From an optimization exercise on the open Yosys and OpenROAD flow, aimed at small area; shortcuts taken in it are not production practice.
Function was checked by simulation only, so behaviour that the tests miss may differ from the original.
Power figures rest on the tool's default switching activity, not on a simulated workload.

==> flow/design.v (excerpt) <==
module smc_dbcodec (
    input  wire        clk,
    input  wire        rst,
    input  wire        in_valid,
    input  wire        in_gain,
    input  wire [63:0] in_db,
    output reg         out_valid,
    output reg  [15:0] out_word,
    output reg         out_nan
);
clock: 8.0 ns
lec_check: 0
abc_area: 1
cap_margin: 20
core_margin: 2
core_utilization: 40
cts_buf_list: sky130_fd_sc_hd__clkbuf_4
cts_cluster_diameter: 200
cts_cluster_size: 30
slew_margin: 20
standard.sh (not shown) runs the stock make flow with config.mk's settings and CLKGATE_MAP_FILE= SYNTH_SCRIPT=/design/flow/synth_recipe.tcl, a recipe that flattens the netlist after the stock synthesis.
==> flow/flow/run.sh <==
#!/bin/bash
# Own layout flow:
#  2. candidate netlists: the standard netlist's combinational logic mapped again with
#     area-oriented ABC scripts, and a structure-keeping synthesis of the design mapped with the
#     same scripts (its registers renamed after the standard ones, matched by the net they drive);
#     each candidate must be proven equivalent to the standard netlist, the smallest is kept;
#  3. the standard layout flow on that netlist, with the smallest buffer on the ports.
# Each tool writes its full output to its own log file here.
set -uo pipefail
WORK=$(pwd)
export FLOWDIR="$WORK/flow"
YOSYS="$FLOW_HOME/../tools/install/yosys/bin/yosys"
[[ -x "$YOSYS" ]] || YOSYS=yosys
export LIB="$FLOW_HOME/platforms/sky130hd/lib/sky130_fd_sc_hd__tt_025C_1v80.lib"
R="$WORK/orfs/results/$FLOW_PLATFORM/smc_dbcodec/base"

bash standard.sh synth > "$WORK/std_synth.log" 2>&1 || exit 1

C="$WORK/cand"
mkdir -p "$C"
cp "$R/1_2_yosys.v" "$C/std.v"
cd "$C"
for s in "$FLOWDIR"/scripts/*.abc; do
  n=$(basename "$s" .abc)
  ( OUT="$C/remap_$n.v" SCRIPT="$s" "$YOSYS" -c "$FLOWDIR/remap.tcl" > "$WORK/yosys_remap_$n.log" 2>&1 ) &
  ( OUT="$C/own_$n.raw.v" SCRIPT="$s" "$YOSYS" -c "$FLOWDIR/own.tcl" > "$WORK/yosys_own_$n.log" 2>&1 &&
    python3 "$FLOWDIR/rename_ff.py" "$C/std.v" "$C/own_$n.raw.v" "$C/own_$n.v" > "$WORK/rename_own_$n.log" 2>&1 &&
    cp "$C/own_$n.raw.v.stat" "$C/own_$n.v.stat" ) &
  while (( $(jobs -r | wc -l) >= ${NUM_CORES:-4} )); do sleep 1; done
done
wait

best=""; best_area=""
for v in "$C"/remap_*.v "$C"/own_*.v; do
  [[ "$v" == *.raw.v ]] && continue
  [[ -f "$v" && -f "$v.stat" ]] || continue
  n=$(basename "$v" .v)
  if grep -qE 'lpflow_|probe_p|probec_p' "$v"; then continue; fi
  if grep -qE '\\[^ ]*[/:]' "$v"; then continue; fi
  CAND="$v" "$YOSYS" -c "$FLOWDIR/equiv.tcl" > "$WORK/yosys_equiv_$n.log" 2>&1 || continue
  grep -q "SUCCESS" "$WORK/yosys_equiv_$n.log" || continue
  a=$(awk '/Chip area/ {print $NF}' "$v.stat")
  echo "$n $a" >> "$WORK/candidates.txt"
  if [[ -z "$best" ]] || awk "BEGIN{exit !($a < $best_area)}"; then best="$v"; best_area="$a"; fi
done
cd "$WORK"
echo "chosen: ${best:-standard} ${best_area}" >> "$WORK/candidates.txt"

if [[ -n "$best" ]]; then
  cp "$best" "$R/1_2_yosys.v"
  rm -f "$R/1_synth.odb" "$R/1_synth.sdc"
fi
bash standard.sh "BUFFER_PORTS_ARGS=-buffer_cell sky130_fd_sc_hd__buf_1" "CTS_ARGS=-buf_list sky130_fd_sc_hd__clkbuf_8 -root_buf sky130_fd_sc_hd__clkbuf_8 -sink_clustering_enable -sink_clustering_size 30 -sink_clustering_max_diameter 500 -repair_clock_nets" finish > "$WORK/std_layout.log" 2>&1
Other scripts of this flow, unchanged in this note and not shown: flow/flow/common.tcl, flow/flow/equiv.tcl, flow/flow/own.tcl, flow/flow/remap.tcl, flow/flow/rename_ff.py, flow/flow/scripts/s1.abc, flow/flow/scripts/s2.abc, flow/flow/scripts/s3.abc, flow/flow/scripts/s4.abc, flow/flow/scripts/s5.abc, flow/flow/scripts/s6.abc
==> next run, changes <==
--- a/flow/flow/run.sh
+++ b/flow/flow/run.sh
@@ -51,3 +51,3 @@
   rm -f "$R/1_synth.odb" "$R/1_synth.sdc"
 fi
-bash standard.sh "BUFFER_PORTS_ARGS=-buffer_cell sky130_fd_sc_hd__buf_1" "CTS_ARGS=-buf_list sky130_fd_sc_hd__clkbuf_8 -root_buf sky130_fd_sc_hd__clkbuf_8 -sink_clustering_enable -sink_clustering_size 30 -sink_clustering_max_diameter 500 -repair_clock_nets" finish > "$WORK/std_layout.log" 2>&1
+bash standard.sh "BUFFER_PORTS_ARGS=-buffer_cell sky130_fd_sc_hd__buf_1" "CTS_ARGS=-buf_list sky130_fd_sc_hd__clkbuf_4 -root_buf sky130_fd_sc_hd__clkbuf_4 -sink_clustering_enable -sink_clustering_size 30 -sink_clustering_max_diameter 500 -sink_clustering_levels 1 -repair_clock_nets" finish > "$WORK/std_layout.log" 2>&1
Outcome: The new run finished with timing, DRC and antenna clean; hold slack gets worse by 0.046 ns; sequential power barely changes; cell count stays the same; combinational power stays flat; area after synthesis does not change; die area stays the same; non-clock buffer count is unchanged; worst setup slack is better by 0.010 ns; clock-buffer cell count drops by 1.
==> next run, changes <==
--- a/flow/flow/run.sh
+++ b/flow/flow/run.sh
@@ -51,3 +51,3 @@
   rm -f "$R/1_synth.odb" "$R/1_synth.sdc"
 fi
-bash standard.sh "BUFFER_PORTS_ARGS=-buffer_cell sky130_fd_sc_hd__buf_1" "CTS_ARGS=-buf_list sky130_fd_sc_hd__clkbuf_4 -root_buf sky130_fd_sc_hd__clkbuf_4 -sink_clustering_enable -sink_clustering_size 30 -sink_clustering_max_diameter 500 -sink_clustering_levels 1 -repair_clock_nets" finish > "$WORK/std_layout.log" 2>&1
+bash standard.sh "BUFFER_PORTS_ARGS=-buffer_cell sky130_fd_sc_hd__buf_1" "CTS_ARGS=-buf_list sky130_fd_sc_hd__clkbuf_4 -root_buf sky130_fd_sc_hd__clkbuf_4 -distance_between_buffers 1000 -branching_point_buffers_distance 1000 -repair_clock_nets" finish > "$WORK/std_layout.log" 2>&1
The changed run completed with no timing, DRC or antenna violations.
Final cell count is unchanged.
Utilization does not change.
Worst setup slack stays the same.
Total power stays the same.
Die area is unchanged.

-- afterwards: timing with drivers on the ports --
No port has a modelled driver above. Below, the same layouts with a new extraction and two added sets of constraints.
Step 1 sets driving cells, clkbuf_16 on the clock port and buf_2 on the other inputs (assumed; they add their load-dependent delay and slew).
Step 2 times the ports against the registers' clock, not the clock port: input delays grow and output delays shrink by t, the midpoint of the rising clock arrivals with the driver on.
Three values: ideal ports, drivers, drivers and shift; two values: the first two.
| run | shift t [ns] | setup WS [ns] | clock arrival spread, ns | worst register clock-pin slew, ns | worst data-port slew with drivers (ns) |
|---|---|---|---|---|---|
| the first run | 0.268 | 0.883 / 0.885 / 0.618 | 0.001 / 0.001 | 0.06 / 0.06 | 0.04 |
| the second run | 0.301 | 0.893 / 0.891 / 0.589 | 0.003 / 0.003 | 0.09 / 0.09 | 0.04 |
| the third run | 0.301 | 0.893 / 0.891 / 0.589 | 0.003 / 0.003 | 0.09 / 0.09 | 0.04 |
After both steps every run listed still meets setup and hold.
